Source: an optimization exercise on an open RTL-to-GDS flow (aim: small area). Production flows keep margins and buffers that such runs may drop. Only simulation tests tie the RTL to the original design; equivalence was not proved.

Design horn_core, start of the top module:
module horn_core (
    input  wire        clk,
    input  wire        rst,           
    input  wire [31:0] cmd,
    input  wire [15:0] tick,
    input  wire        raw_level,
    input  wire        cmp_tripped,
    input  wire        config_mode,
    input  wire        charging,
    output wire [15:0] tone_period,
    output wire [15:0] tone_compare,
    output reg         horn_out,
    output reg         ind_red,
    output reg         cmp_sel,
    output reg         sw_status,
    output reg         seq_active,
    output reg  [2:0]  lvg_state,
    output reg         res_bool,
    output wire [15:0] res_period,
    output wire [15:0] res_compare,
    output reg         cmd_err
);
Size: roughly 1,900 cells after synthesis, ~110 flip-flops, roughly 130 I/O pins.
export LEC_CHECK = 0
export ABC_AREA = 1
export CAP_MARGIN = 30
export CORE_MARGIN = 2
export CORE_UTILIZATION = 60
export SLEW_MARGIN = 30
create_clock -name core_clock -period 200.0 [get_ports {clk}]
standard.sh (not shown) runs the stock make flow with config.mk's settings and CLKGATE_MAP_FILE= SYNTH_SCRIPT=/design/flow/synth_recipe.tcl, a recipe that flattens the netlist after the stock synthesis.
==> flow/flow/run.sh <==
#!/bin/bash
# Own layout flow: the standard layout (standard.sh), with one change in
# synthesis: the ABC technology-mapping step runs an area-oriented script
# (flow/area.abc) in place of ORFS's abc_speed/abc_area script. Everything
# else, including the register mapping, flattening and renaming that
# synth_recipe.tcl does, is the standard synthesis unchanged.
# Each tool's full output goes to a log file in this folder (own_*.log) and
# under orfs/logs/.
set -euo pipefail
WORK=$(pwd)
FLOWDIR=$WORK/flow

# ORFS's synth.tcl with the abc call pointed at flow/area.abc
SRC=$FLOW_HOME/scripts/synth.tcl
n=$(grep -c '^  log_cmd abc {\*}\$abc_args$' "$SRC")
if [[ $n != 1 ]]; then echo "unexpected synth.tcl: $n abc calls" >&2; exit 1; fi
sed "s#^  log_cmd abc {\*}\$abc_args\$#  set abc_args [lreplace \$abc_args 1 1 $FLOWDIR/area.abc]\n  log_cmd abc {*}\$abc_args#" \
    "$SRC" > "$WORK/own_synth_core.tcl"

# synth_recipe.tcl, sourcing that copy instead of ORFS's synth.tcl
n=$(grep -c 'source \$::env(SCRIPTS_DIR)/synth.tcl' synth_recipe.tcl)
if [[ $n != 1 ]]; then echo "unexpected synth_recipe.tcl" >&2; exit 1; fi
sed "s#source \$::env(SCRIPTS_DIR)/synth.tcl#source $WORK/own_synth_core.tcl#" \
    synth_recipe.tcl > "$WORK/own_synth.tcl"

# standard.sh with that synthesis script
n=$(grep -c 'SYNTH_SCRIPT=' standard.sh)
if [[ $n != 1 ]]; then echo "unexpected standard.sh" >&2; exit 1; fi
sed "s#SYNTH_SCRIPT=[^ ]*#SYNTH_SCRIPT=$WORK/own_synth.tcl#" standard.sh > "$WORK/own_standard.sh"

bash "$WORK/own_standard.sh" > "$WORK/own_flow.log" 2>&1 || { tail -50 "$WORK/own_flow.log"; exit 1; }
tail -5 "$WORK/own_flow.log"
==> flow/flow/area.abc <==
strash; dc2; dch -f; amap; topo; mfs2; strash; dch -f; amap; topo
The first run completed without violations.
==> next run, changes <==
==> flow/run.sh (new file) <==
#!/bin/bash
# synth_recipe.tcl (not shown) runs the flow's synth.tcl, then flattens the netlist and writes it again
# the make line also repeats each setting of config.mk as NAME=value (left out here)
make -C /OpenROAD-flow-scripts/flow DESIGN_CONFIG=/design/flow/config.mk WORK_HOME=/design/flow/orfs CLKGATE_MAP_FILE= SYNTH_SCRIPT=/design/flow/synth_recipe.tcl finish
removed: flow/flow/run.sh
removed: flow/flow/area.abc
removed: flow/standard.sh
Count of clock-buffer cells in the layout does not change.
Area after synthesis came out higher by 21%.
Design area increases by about 17%.
Clock skew barely changes.

* * *

Another version of the RTL of horn_core (not shown whole).
For scale: roughly 1800 cells after synthesis, ~100 flip-flops, ~0.015 mm^2 of cells after synthesis.
==> flow/config.mk <==
export PLATFORM = sky130hd
export DESIGN_NAME = horn_core
export DESIGN_NICKNAME = horn_core
export VERILOG_FILES = /design/flow/design.v
export SDC_FILE = /design/flow/constraint.sdc
export NUM_CORES = 4
export LEC_CHECK = 0
export ABC_AREA = 1
export CAP_MARGIN = 10
export CORE_MARGIN = 2
export CORE_UTILIZATION = 78
export GPL_TIMING_DRIVEN = 0
export SLEW_MARGIN = 10
==> flow/constraint.sdc <==
create_clock -name core_clock -period 200.0 [get_ports {clk}]
set_input_delay 40.0000 -clock core_clock [delete_from_list [all_inputs] [get_ports {clk}]]
set_output_delay 40.0000 -clock core_clock [all_outputs]
set_load 0.01 [all_outputs]
==> flow/flow/run.sh <==
#!/bin/bash
# Own layout flow: the standard layout (standard.sh), with one change in
# synthesis: the ABC technology-mapping step runs an area-oriented script
# (flow/area.abc) in place of ORFS's abc_speed/abc_area script. Everything
# else, including the register mapping, flattening and renaming that
# synth_recipe.tcl does, is the standard synthesis unchanged.
# Each tool's full output goes to a log file in this folder (own_*.log) and
# under orfs/logs/.
set -euo pipefail
WORK=$(pwd)
FLOWDIR=$WORK/flow

# ORFS's synth.tcl with the abc call pointed at flow/area.abc
SRC=$FLOW_HOME/scripts/synth.tcl
n=$(grep -c '^  log_cmd abc {\*}\$abc_args$' "$SRC")
if [[ $n != 1 ]]; then echo "unexpected synth.tcl: $n abc calls" >&2; exit 1; fi
sed "s#^  log_cmd abc {\*}\$abc_args\$#  set abc_args [lreplace \$abc_args 1 1 $FLOWDIR/area.abc]\n  log_cmd abc {*}\$abc_args#" \
    "$SRC" > "$WORK/own_synth_core.tcl"

# synth_recipe.tcl, sourcing that copy instead of ORFS's synth.tcl
n=$(grep -c 'source \$::env(SCRIPTS_DIR)/synth.tcl' synth_recipe.tcl)
if [[ $n != 1 ]]; then echo "unexpected synth_recipe.tcl" >&2; exit 1; fi
sed "s#source \$::env(SCRIPTS_DIR)/synth.tcl#source $WORK/own_synth_core.tcl#" \
    synth_recipe.tcl > "$WORK/own_synth.tcl"

# standard.sh with that synthesis script
n=$(grep -c 'SYNTH_SCRIPT=' standard.sh)
if [[ $n != 1 ]]; then echo "unexpected standard.sh" >&2; exit 1; fi
# and with smaller cells for the port buffers and the clock tree: every port
# still gets its own buffer (buf_1, the smallest, in place of the
# clkdlybuf4s50_1 that buffer_ports picks), and CTS builds the tree from
# clkbuf_8 cells, in small clusters, without dummy loads
OWN_VARS="'BUFFER_PORTS_ARGS=-buffer_cell sky130_fd_sc_hd__buf_1'"
# synthesis buffers a port that repeats another signal with the same
# smallest buffer (buf_4 by default)
OWN_VARS+=" 'MIN_BUF_CELL_AND_PORTS=sky130_fd_sc_hd__buf_1 A X'"
OWN_VARS+=" 'CTS_ARGS=-sink_clustering_enable -repair_clock_nets -dont_use_dummy_load -buf_list sky130_fd_sc_hd__clkbuf_16 -root_buf sky130_fd_sc_hd__clkbuf_16'"
sed "s#SYNTH_SCRIPT=[^ ]*#SYNTH_SCRIPT=$WORK/own_synth.tcl $OWN_VARS#" standard.sh > "$WORK/own_standard.sh"

bash "$WORK/own_standard.sh" > "$WORK/own_flow.log" 2>&1 || { tail -50 "$WORK/own_flow.log"; exit 1; }
tail -5 "$WORK/own_flow.log"
==> flow/flow/area.abc <==
strash; dc2; dch -f; amap; topo; mfs2; strash; dc2; dch -f; amap; topo; mfs2; strash; dch -f; amap; topo
Edit:
--- a/flow/flow/run.sh
+++ b/flow/flow/run.sh
@@ -2,5 +2,6 @@
-# Own layout flow: the standard layout (standard.sh), with one change in
-# synthesis: the ABC technology-mapping step runs an area-oriented script
-# (flow/area.abc) in place of ORFS's abc_speed/abc_area script. Everything
-# else, including the register mapping, flattening and renaming that
-# synth_recipe.tcl does, is the standard synthesis unchanged.
+# Own layout flow: the standard layout (standard.sh), with these changes
+# in synthesis: the ABC technology-mapping step runs an area-oriented script
+# (flow/area.abc) in place of ORFS's abc_speed/abc_area script, and the
+# arithmetic is left to ABC rather than mapped to adder cells first.
+# Everything else, including the register mapping, flattening and renaming
+# that synth_recipe.tcl does, is the standard synthesis unchanged.
@@ -29,4 +30,4 @@
-# and with smaller cells for the port buffers and the clock tree: every port
-# still gets its own buffer (buf_1, the smallest, in place of the
-# clkdlybuf4s50_1 that buffer_ports picks), and CTS builds the tree from
-# clkbuf_8 cells, in small clusters, without dummy loads
+# and with smaller cells for the port buffers and no dummy loads in the
+# clock tree: every port still gets its own buffer (buf_1, the smallest, in
+# place of the clkdlybuf4s50_1 that buffer_ports picks), and CTS builds the
+# tree from clkbuf_16 cells without adding dummy loads
@@ -36,0 +38,2 @@
+# no adder cells: ABC maps the arithmetic with the rest of the logic
+OWN_VARS+=" ADDER_MAP_FILE="
==> flow/flow/area.abc (replaced) <==
strash; dc2; &get -n; &deepsyn -T 150 -S 11; &put; dch -f; amap; topo; mfs2; strash; dc2; dch -f; amap; topo; mfs2; strash; dch -f; amap; topo
The new run went through all stages and came out clean.
Final cell count came out higher by about 32%.
Via count rises by about 30%.
Utilization decreases by 0.20 points.
Design area shrinks by about 9%.
Hold slack degrades by 10 ps.
Area after synthesis goes down by 8.9%.
Setup slack improved by 14000 ps.
Edit:
--- a/flow/flow/run.sh
+++ b/flow/flow/run.sh
@@ -2,6 +2,5 @@
-# Own layout flow: the standard layout (standard.sh), with these changes
-# in synthesis: the ABC technology-mapping step runs an area-oriented script
-# (flow/area.abc) in place of ORFS's abc_speed/abc_area script, and the
-# arithmetic is left to ABC rather than mapped to adder cells first.
-# Everything else, including the register mapping, flattening and renaming
-# that synth_recipe.tcl does, is the standard synthesis unchanged.
+# Own layout flow: the standard layout (standard.sh), with one change in
+# synthesis: the ABC technology-mapping step runs an area-oriented script
+# (flow/area.abc) in place of ORFS's abc_speed/abc_area script. Everything
+# else, including the register mapping, flattening and renaming that
+# synth_recipe.tcl does, is the standard synthesis unchanged.
@@ -30,4 +29,4 @@
-# and with smaller cells for the port buffers and no dummy loads in the
-# clock tree: every port still gets its own buffer (buf_1, the smallest, in
-# place of the clkdlybuf4s50_1 that buffer_ports picks), and CTS builds the
-# tree from clkbuf_16 cells without adding dummy loads
+# and with smaller cells for the port buffers and the clock tree: every port
+# still gets its own buffer (buf_1, the smallest, in place of the
+# clkdlybuf4s50_1 that buffer_ports picks), and CTS builds the tree from
+# clkbuf_8 cells, in small clusters, without dummy loads
@@ -35,6 +34 @@
-# synthesis buffers a port that repeats another signal with the same
-# smallest buffer (buf_4 by default)
-OWN_VARS+=" 'MIN_BUF_CELL_AND_PORTS=sky130_fd_sc_hd__buf_1 A X'"
-# no adder cells: ABC maps the arithmetic with the rest of the logic
-OWN_VARS+=" ADDER_MAP_FILE="
-OWN_VARS+=" 'CTS_ARGS=-sink_clustering_enable -repair_clock_nets -dont_use_dummy_load -buf_list sky130_fd_sc_hd__clkbuf_16 -root_buf sky130_fd_sc_hd__clkbuf_16'"
+OWN_VARS+=" 'CTS_ARGS=-sink_clustering_enable -repair_clock_nets -dont_use_dummy_load -buf_list sky130_fd_sc_hd__clkbuf_8 -root_buf sky130_fd_sc_hd__clkbuf_8 -sink_clustering_size 8 -sink_clustering_max_diameter 50'"
==> flow/flow/area.abc (replaced) <==
strash; dc2; dch -f; amap; topo; mfs2; strash; dch -f; amap; topo
--- a/flow/config.mk
+++ b/flow/config.mk
@@ -11,2 +11 @@
-export CORE_UTILIZATION = 78
-export GPL_TIMING_DRIVEN = 0
+export CORE_UTILIZATION = 75
Effect:
- The new run finished with timing, DRC and antenna clean
- setup slack got worse by 8400 ps
- global-route usage came out lower by 7.9 points
- die area came out higher by about a fifth

-- separate check: timing with driven ports --
How much do the figures lean on ideal ports? The routed layouts below were timed once more, with nothing changed but the port constraints.
Step 1 (the two cells are an assumption about what drives the block):
set clk [get_ports {clk}]
set_driving_cell -lib_cell sky130_fd_sc_hd__clkbuf_16 $clk
set_driving_cell -lib_cell sky130_fd_sc_hd__buf_2 [delete_from_list [all_inputs] $clk]
Step 2 times the ports against the registers' clock, not the clock port: input delays grow and output delays shrink by t, the midpoint of the rising clock arrivals with the driver on.
a / b / c = ideal ports / drivers / drivers and shift; a / b = the first two.
| run | t, ns | slack for setup (ns) | worst setup path at the end | slew at the worst register clock pin (ns) |
|---|---|---|---|---|
| the first run of note 1 | 0.401 | 80.597 / 80.623 / 80.221 | input to register | 0.09 / 0.09 |
| the second run of note 1 | 0.400 | 80.896 / 80.921 / 80.520 | input to register | 0.09 / 0.09 |
| the first run of note 2 | 0.392 | 73.654 / 73.672 / 73.280 | input to register | 0.09 / 0.09 |
| the second run of note 2 | 0.393 | 87.619 / 87.636 / 87.243 | input to register | 0.09 / 0.09 |
| the third run of note 2 | 0.415 | 79.249 / 79.268 / 78.852 | input to register | 0.12 / 0.12 |
After both steps setup and hold are still met in every run listed. The setup slack of the third run of note 2, which loses most, moves by +0.019 ns with the drivers and by -0.397 ns with both steps.
